What follows belongs to an exercise in optimizing a design on an open flow for small area and a short achievable clock period; a production flow would make more cautious choices.
Function was checked by simulation only, so behaviour that the tests miss may differ from the original.
The flow treats the clock pin as an ideal source, which a real chip does not have.
No activity file was given, so power comes from the tool's default toggle rates.

== run C ==
// dle_rx
module dle_rx #(
    parameter MAX_LEN = 32
) (
    input  wire                       clk,
    input  wire                       rst,
    input  wire                       in_valid,
    input  wire [7:0]                 in_byte,
    output reg                        pkt_valid,
    output reg                        pkt_ok,
    output wire [7:0]                 pkt_id,
    output reg  [5:0]                 pkt_data_len,
    output wire [8*(MAX_LEN-4)-1:0]   pkt_data,
    output reg  [5:0]                 pkt_raw_len,
    output wire [8*MAX_LEN-1:0]       pkt_raw,
    output reg                        too_long
);
Size: ~510 I/O pins, ~0.017 mm² of cells after synthesis.
==> module dle_rx, before the edit <==
module dle_rx #(
    parameter MAX_LEN = 32
) (
    input  wire                       clk,
    input  wire                       rst,
    input  wire                       in_valid,
    input  wire [7:0]                 in_byte,
    output reg                        pkt_valid,
    output reg                        pkt_ok,
    output wire [7:0]                 pkt_id,
    output reg  [5:0]                 pkt_data_len,
    output wire [8*(MAX_LEN-4)-1:0]   pkt_data,
    output reg  [5:0]                 pkt_raw_len,
    output wire [8*MAX_LEN-1:0]       pkt_raw,
    output reg                        too_long
);
    localparam [7:0] DLE = 8'h10;
    localparam [7:0] ETX = 8'h03;
    localparam DMAX = MAX_LEN - 4;
    reg       inframe;
    reg [5:0] len;
    reg       par;         
    reg [7:0] d1;          
    reg       w1;          
    reg       kd1, kd2;    
    reg       k1;          
    reg       f1, f2;      
    reg [4:0] wp;          
    wire is_dle   = (in_byte == DLE);
    wire is_etx   = (in_byte == ETX);
    wire idx2     = (len >= 6'd2);
    wire keep     = idx2 && !par;
    wire complete = inframe && is_etx && (len >= 6'd4) && par;
    wire full     = inframe && (len == MAX_LEN - 1);
    wire fail_now = !pkt_ok || f2;
    always @(posedge clk) begin
        if (rst) begin
            inframe   <= 1'b0;
            pkt_valid <= 1'b0;
            too_long  <= 1'b0;
        end else begin
            pkt_valid <= in_valid && complete;
            too_long  <= in_valid && full && !complete;
            if (in_valid) begin
                if (!inframe)
                    inframe <= is_dle;
                else if (complete || full)
                    inframe <= 1'b0;
            end
        end
    end
    always @(posedge clk) begin
        if (!inframe) begin
            len <= 6'd1;
            par <= 1'b0;
            w1  <= 1'b0;
            kd1 <= 1'b0;
            kd2 <= 1'b0;
            k1  <= 1'b0;
            f1  <= 1'b0;
            f2  <= 1'b0;
            wp  <= 5'h1f;
        end else if (in_valid) begin
            len <= len + 6'd1;
            par <= par ^ (is_dle && idx2);
            w1  <= keep && !is_dle;
            kd1 <= keep && is_dle;
            kd2 <= kd1;
            k1  <= keep;
            f1  <= idx2 && par && !is_dle;
            f2  <= f1;
            wp  <= wp + {4'd0, keep};
        end
    end
    wire [7:0] d1_nx;
    dle_rx_hold u_d1 (.s(in_valid), .sn(!in_valid), .d(in_byte), .q(d1), .y(d1_nx));
    always @(posedge clk)
        d1 <= d1_nx;
    always @(posedge clk) begin
        pkt_ok       <= !inframe || !fail_now;
        pkt_data_len <= fail_now ? 6'd0 : {1'b0, wp + {4'd0, !k1}};
        pkt_raw_len  <= fail_now ? 6'd0 : len + 6'd1;
    end
    wire [7:0] raw [1:MAX_LEN-2];
    wire       raw1_clr = inframe && fail_now;
    genvar g;
    generate
        for (g = 1; g < MAX_LEN - 1; g = g + 1) begin : g_raw
            reg  [7:0] q;
            wire       we = (g == 1) ? (raw1_clr || len == 6'd1) : (len == g);
            wire [7:0] wd = (g == 1) ? (in_byte & {8{!raw1_clr}}) : in_byte;
            wire [7:0] nx;
            dle_rx_hold u_hold (.s(we), .sn(!we), .d(wd), .q(q), .y(nx));
            always @(posedge clk)
                q <= nx;
            assign raw[g] = q;
            assign pkt_raw[8*g +: 8] = q;
        end
    endgenerate
    assign pkt_raw[7:0] = DLE;
    assign pkt_raw[8*MAX_LEN-1 -: 8] = ETX;
    assign pkt_id = raw[1];
    wire [7:0] wbus = (kd2 ? DLE : d1) & {8{inframe}};
    wire       wr   = w1 || kd2;
    generate
        for (g = 1; g < DMAX; g = g + 1) begin : g_data
            reg  [7:0] q;
            wire       we = !inframe || (wr && wp == g);
            wire [7:0] nx;
            dle_rx_hold u_hold (.s(we), .sn(!we), .d(wbus), .q(q), .y(nx));
            always @(posedge clk)
                q <= nx;
            assign pkt_data[8*g +: 8] = q;
        end
    endgenerate
    assign pkt_data[7:0] = raw[2];
endmodule
export LEC_CHECK = 0
export CAP_MARGIN = 20
export CORE_MARGIN = 2
export CORE_UTILIZATION = 70
export CTS_CLUSTER_DIAMETER = 100
export CTS_CLUSTER_SIZE = 30
export PLACE_DENSITY = 0.85
export SLEW_MARGIN = 60
export SYNTH_HIERARCHICAL = 1
export SYNTH_MINIMUM_KEEP_SIZE = 0
create_clock -name core_clock -period 30.0 [get_ports {clk}]
standard.sh (not shown) runs the stock make flow with config.mk's settings and CLKGATE_MAP_FILE= SYNTH_SCRIPT=/design/flow/synth_recipe.tcl, a recipe that flattens the netlist after the stock synthesis.
==> flow/flow/run.sh <==
#!/bin/bash
# The standard layout (the standard.sh, standard synthesis unchanged),
# with two changes to how it is placed:
# - every port is buffered by a sky130_fd_sc_hd__buf_1 instead of the
#   resizer's default choice (a clkdlybuf4s50_1 delay cell, which is larger
#   and slower);
# - after global placement, flow/upsize.tcl gives the port buffers on the
#   slowest output paths (and the flip-flops driving them) the next drive
#   strength.
# All of make's output goes to flow_make.log.
set -euo pipefail
bash standard.sh \
  "BUFFER_PORTS_ARGS=-buffer_cell sky130_fd_sc_hd__buf_1" \
  "POST_GLOBAL_PLACE_TCL=$PWD/flow/upsize.tcl" \
  "UPSIZE_OUT_NS=0.53" \
  finish > flow_make.log 2>&1
==> flow/flow/upsize.tcl <==
set thr $::env(UPSIZE_OUT_NS)
set block [ord::get_db_block]
set nbuf 0
set nff 0
foreach p [get_ports -filter "direction==output"] {
  set s [get_property $p slack_max]
  if {$s == "INF" || $s == "inf"} continue
  set arr [expr {30.0 - 6.0 - $s}]
  if {$arr <= $thr} continue
  set bterm [$block findBTerm [get_property $p name]]
  set net [$bterm getNet]
  foreach it [$net getITerms] {
    if {![$it isOutputSignal]} continue
    set inst [$it getInst]
    set m [[$inst getMaster] getName]
    if {$m == "sky130_fd_sc_hd__buf_1"} {
      replace_cell [$inst getName] sky130_fd_sc_hd__buf_2
      incr nbuf
      # the buffer's driver
      set in [$inst findITerm A]
      set n2 [$in getNet]
      foreach it2 [$n2 getITerms] {
        if {![$it2 isOutputSignal]} continue
        set i2 [$it2 getInst]
        if {[[$i2 getMaster] getName] == "sky130_fd_sc_hd__dfxtp_1"} {
          replace_cell [$i2 getName] sky130_fd_sc_hd__dfxtp_2
          incr nff
        }
      }
    }
  }
}
puts "upsize.tcl: $nbuf output buffers and $nff flip-flops upsized (threshold $thr ns)"
estimate_parasitics -placement
Run C finished all stages; the layout is clean.
Setup changes, run C to run A
--- a/flow/design.v
+++ b/flow/design.v
@@ -104,11 +104,11 @@
     wire       wr   = w1 || kd2;
     generate
         for (g = 1; g < DMAX; g = g + 1) begin : g_data
             reg  [7:0] q;
-            wire       we = !inframe || (wr && wp == g);
+            wire       we = wr && wp == g;
             wire [7:0] nx;
-            dle_rx_hold u_hold (.s(we), .sn(!we), .d(wbus), .q(q), .y(nx));
+            dle_rx_hold u_hold (.s(we), .sn(inframe), .d(wbus), .q(q), .y(nx));
             always @(posedge clk)
                 q <= nx;
             assign pkt_data[8*g +: 8] = q;
         end
Results
On fraction of met3 tracks used by global routing, run C and run A are neck and neck. Total power: higher on run C. Against run C, run A reports a first-iteration DRC count that is higher. Die width ends up higher on run C. Higher non-filler instance count after layout among run C and run A: run C. Run A gives less cell area after layout than run C did. The clock power share was comparable across run C and run A. Cell total after placement, run C and run A: smaller value in run A. Run A was carried through to the last stage, and its layout satisfied the timing, design-rule and antenna checks.

========
dle_rx, a different RTL version from the one above (not shown whole).
Size in the first run: about 1300 cells after synthesis, ~500 flip-flops, about 17000 sq um of cells after synthesis.
==> module dle_rx, before the edit <==
module dle_rx #(
    parameter MAX_LEN = 32
) (
    input  wire                       clk,
    input  wire                       rst,
    input  wire                       in_valid,
    input  wire [7:0]                 in_byte,
    output reg                        pkt_valid,
    output reg                        pkt_ok,
    output wire [7:0]                 pkt_id,
    output reg  [5:0]                 pkt_data_len,
    output wire [8*(MAX_LEN-4)-1:0]   pkt_data,
    output reg  [5:0]                 pkt_raw_len,
    output wire [8*MAX_LEN-1:0]       pkt_raw,
    output reg                        too_long
);
    localparam [7:0] DLE = 8'h10;
    localparam [7:0] ETX = 8'h03;
    localparam DMAX = MAX_LEN - 4;
    reg       inframe;
    reg [5:0] len;
    reg       par;         
    reg [7:0] d1;          
    reg       w1;          
    reg       kd1, kd2;    
    reg       k1;          
    reg       f1, f2;      
    reg [4:0] wp;          
    wire is_dle   = (in_byte == DLE);
    wire is_etx   = (in_byte == ETX);
    wire idx2     = (len >= 6'd2);
    wire keep     = idx2 && !par;
    wire complete = inframe && is_etx && (len >= 6'd4) && par;
    wire full     = inframe && (len == MAX_LEN - 1);
    reg  failed;           
    wire fail_now = failed || f2;
    always @(posedge clk) begin
        if (rst) begin
            inframe   <= 1'b0;
            pkt_valid <= 1'b0;
            too_long  <= 1'b0;
        end else begin
            pkt_valid <= in_valid && complete;
            too_long  <= in_valid && full && !complete;
            if (in_valid) begin
                if (!inframe)
                    inframe <= is_dle;
                else if (complete || full)
                    inframe <= 1'b0;
            end
        end
    end
    always @(posedge clk) begin
        if (!inframe) begin
            len <= 6'd1;
            par <= 1'b0;
            w1  <= 1'b0;
            kd1 <= 1'b0;
            kd2 <= 1'b0;
            k1  <= 1'b0;
            f1  <= 1'b0;
            f2  <= 1'b0;
            wp  <= 5'h1f;
        end else if (in_valid) begin
            len <= len + 6'd1;
            par <= par ^ (is_dle && idx2);
            w1  <= keep && !is_dle;
            kd1 <= keep && is_dle;
            kd2 <= kd1;
            k1  <= keep;
            f1  <= idx2 && par && !is_dle;
            f2  <= f1;
            wp  <= wp + {4'd0, keep};
        end
    end
    wire [7:0] d1_nx;
    dle_rx_hold u_d1 (.s(in_valid), .sn(!in_valid), .d(in_byte), .q(d1), .y(d1_nx));
    always @(posedge clk)
        d1 <= d1_nx;
    always @(posedge clk) begin
        failed       <= inframe && fail_now;
        pkt_ok       <= !inframe || !fail_now;
        pkt_data_len <= fail_now ? 6'd0 : {1'b0, wp + {4'd0, !k1}};
        pkt_raw_len  <= fail_now ? 6'd0 : len + 6'd1;
    end
    wire [7:0] raw [1:MAX_LEN-2];
    wire [7:0] lo_v;
    genvar g;
    generate
        for (g = 0; g < 8; g = g + 1) begin : g_lo
            dle_rx_gate u_lo (.a(inframe && len[2:0] == g), .b(in_valid), .y(lo_v[g]));
        end
        for (g = 1; g < MAX_LEN - 1; g = g + 1) begin : g_raw
            reg  [7:0] q;
            wire       we = lo_v[g % 8] && (len[5:3] == g / 8);
            wire       keep = (g == 1) ? (inframe && !fail_now) : inframe;
            wire [7:0] nx;
            dle_rx_hold u_hold (.s(we), .sn(keep), .d(in_byte), .q(q), .y(nx));
            always @(posedge clk)
                q <= nx;
            assign raw[g] = q;
            assign pkt_raw[8*g +: 8] = q;
        end
    endgenerate
    assign pkt_raw[7:0] = DLE;
    assign pkt_raw[8*MAX_LEN-1 -: 8] = ETX;
    assign pkt_id = raw[1];
    wire [7:0] wbus = (kd2 ? DLE : d1) & {8{inframe}};
    wire       wr   = w1 || kd2;
    generate
        for (g = 1; g < DMAX; g = g + 1) begin : g_data
            reg  [7:0] q;
            wire       we = wr && wp == g;
            wire [7:0] nx;
            dle_rx_hold u_hold (.s(we), .sn(inframe), .d(wbus), .q(q), .y(nx));
            always @(posedge clk)
                q <= nx;
            assign pkt_data[8*g +: 8] = q;
        end
    endgenerate
    assign pkt_data[7:0] = raw[2];
endmodule
==> module dle_rx_gate, before the edit <==
module dle_rx_gate (
    input  wire a,
    input  wire b,
    output wire y
);
    assign y = a & b;
endmodule
export LEC_CHECK = 0
export CAP_MARGIN = 20
export CORE_MARGIN = 2
export CORE_UTILIZATION = 70
export CTS_CLUSTER_DIAMETER = 100
export CTS_CLUSTER_SIZE = 30
export PLACE_DENSITY = 0.85
export SLEW_MARGIN = 20
export SYNTH_HIERARCHICAL = 1
export SYNTH_MINIMUM_KEEP_SIZE = 0
create_clock -name core_clock -period 30.0 [get_ports {clk}]
==> flow/flow/run.sh <==
#!/bin/bash
# The standard layout (the standard.sh, standard synthesis unchanged),
# with two changes to how it is placed:
# - every port is buffered by a sky130_fd_sc_hd__buf_1 instead of the
#   resizer's default choice (a clkdlybuf4s50_1 delay cell, which is larger
#   and slower);
# - after global placement, flow/upsize.tcl gives the port buffers on the
#   slowest output paths (and the flip-flops driving them) the next drive
#   strength, and the data inputs' port buffers a buf_4 (in_byte drives
#   some 30 loads).
# All of make's output goes to flow_make.log.
set -euo pipefail
bash standard.sh \
  "BUFFER_PORTS_ARGS=-buffer_cell sky130_fd_sc_hd__buf_1" \
  "POST_GLOBAL_PLACE_TCL=$PWD/flow/upsize.tcl" \
  "UPSIZE_OUT_NS=0.53" \
  finish > flow_make.log 2>&1
==> flow/flow/upsize.tcl <==
set thr $::env(UPSIZE_OUT_NS)
set block [ord::get_db_block]
set nbuf 0
set nff 0
foreach p [get_ports -filter "direction==output"] {
  set s [get_property $p slack_max]
  if {$s == "INF" || $s == "inf"} continue
  set arr [expr {30.0 - 6.0 - $s}]
  if {$arr <= $thr} continue
  set bterm [$block findBTerm [get_property $p name]]
  set net [$bterm getNet]
  foreach it [$net getITerms] {
    if {![$it isOutputSignal]} continue
    set inst [$it getInst]
    set m [[$inst getMaster] getName]
    if {$m == "sky130_fd_sc_hd__buf_1"} {
      replace_cell [$inst getName] sky130_fd_sc_hd__buf_2
      incr nbuf
      # the buffer's driver
      set in [$inst findITerm A]
      set n2 [$in getNet]
      foreach it2 [$n2 getITerms] {
        if {![$it2 isOutputSignal]} continue
        set i2 [$it2 getInst]
        if {[[$i2 getMaster] getName] == "sky130_fd_sc_hd__dfxtp_1"} {
          replace_cell [$i2 getName] sky130_fd_sc_hd__dfxtp_2
          incr nff
        }
      }
    }
  }
}
set nin 0
foreach p [get_ports -filter "direction==input"] {
  set name [get_property $p name]
  if {$name == "clk"} continue
  set bterm [$block findBTerm $name]
  set net [$bterm getNet]
  foreach it [$net getITerms] {
    set inst [$it getInst]
    set m [[$inst getMaster] getName]
    if {[lsearch -exact {sky130_fd_sc_hd__buf_1 sky130_fd_sc_hd__buf_2 sky130_fd_sc_hd__clkbuf_1 sky130_fd_sc_hd__clkbuf_2} $m] >= 0} {
      replace_cell [$inst getName] sky130_fd_sc_hd__buf_4
      incr nin
    }
  }
}
puts "upsize.tcl: $nin input buffers upsized"
puts "upsize.tcl: $nbuf output buffers and $nff flip-flops upsized (threshold $thr ns)"
estimate_parasitics -placement
Edit:
--- a/flow/design.v
+++ b/flow/design.v
@@ -82,22 +82,19 @@
         pkt_ok       <= !inframe || !fail_now;
         pkt_data_len <= fail_now ? 6'd0 : {1'b0, wp + {4'd0, !k1}};
         pkt_raw_len  <= fail_now ? 6'd0 : len + 6'd1;
     end
     wire [7:0] raw [1:MAX_LEN-2];
-    wire [7:0] lo_v;
+    wire       raw1_clr = inframe && fail_now;
     genvar g;
     generate
-        for (g = 0; g < 8; g = g + 1) begin : g_lo
-            dle_rx_gate u_lo (.a(inframe && len[2:0] == g), .b(in_valid), .y(lo_v[g]));
-        end
         for (g = 1; g < MAX_LEN - 1; g = g + 1) begin : g_raw
             reg  [7:0] q;
-            wire       we = lo_v[g % 8] && (len[5:3] == g / 8);
-            wire       keep = (g == 1) ? (inframe && !fail_now) : inframe;
+            wire       we = (g == 1) ? (raw1_clr || len == 6'd1) : (len == g);
+            wire [7:0] wd = (g == 1) ? (in_byte & {8{!raw1_clr}}) : in_byte;
             wire [7:0] nx;
-            dle_rx_hold u_hold (.s(we), .sn(keep), .d(in_byte), .q(q), .y(nx));
+            dle_rx_hold u_hold (.s(we), .sn(!we), .d(wd), .q(q), .y(nx));
             always @(posedge clk)
                 q <= nx;
             assign raw[g] = q;
             assign pkt_raw[8*g +: 8] = q;
         end
@@ -127,12 +124,5 @@
     input  wire [7:0] q,
     output wire [7:0] y
 );
     assign y = (d & {8{s}}) | (q & {8{sn}});
 endmodule
-module dle_rx_gate (
-    input  wire a,
-    input  wire b,
-    output wire y
-);
-    assign y = a & b;
-endmodule
The new run completed with no timing, DRC or antenna violations.
Setup slack degrades by 4.7 ps.
Die area hardly moves.
Design area stays flat.
Via count is higher by 1.4%.
Total power is higher by 2.5%.
Non-clock buffer count went up by 3.
Sequential power came out higher by about 2%.
First-iteration DRC count came out lower by 5.9%.
Register-to-register slack is better by 880 ps.
Fmax barely changes.
Area after synthesis is about the same.
Routed wire length climbs by 1.9%.

-- static timing again, ports no longer ideal --
How much do the figures lean on ideal ports? The routed layouts below were timed once more, with nothing changed but the port constraints. Step 1 sets driving cells, clkbuf_16 on the clock port and buf_2 on the other inputs (assumed; they add their load-dependent delay and slew). Step 2 times the ports against the registers' clock, not the clock port: input delays grow and output delays shrink by t, the midpoint of the rising clock arrivals with the driver on. Three values: ideal ports, drivers, drivers and shift; two values: the first two.
run	shift t [ns]	slack for setup (ns)	clock arrival spread, ns	worst register clock-pin slew, ns	pins driven straight from the clock port
run C	0.583	22.880 / 22.829 / 22.562	0.021 / 0.021	0.11 / 0.11	1
run A	0.583	22.877 / 22.826 / 22.343	0.022 / 0.023	0.11 / 0.11	1
the first run of note 2	0.592	22.868 / 22.816 / 22.375	0.024 / 0.024	0.12 / 0.12	1
the second run of note 2	0.585	22.863 / 22.811 / 22.323	0.023 / 0.023	0.11 / 0.11	1
After both steps setup and hold are still met in every run listed. The setup slack of the second run of note 2, which loses most, moves by -0.052 ns with the drivers and by -0.540 ns with both steps.
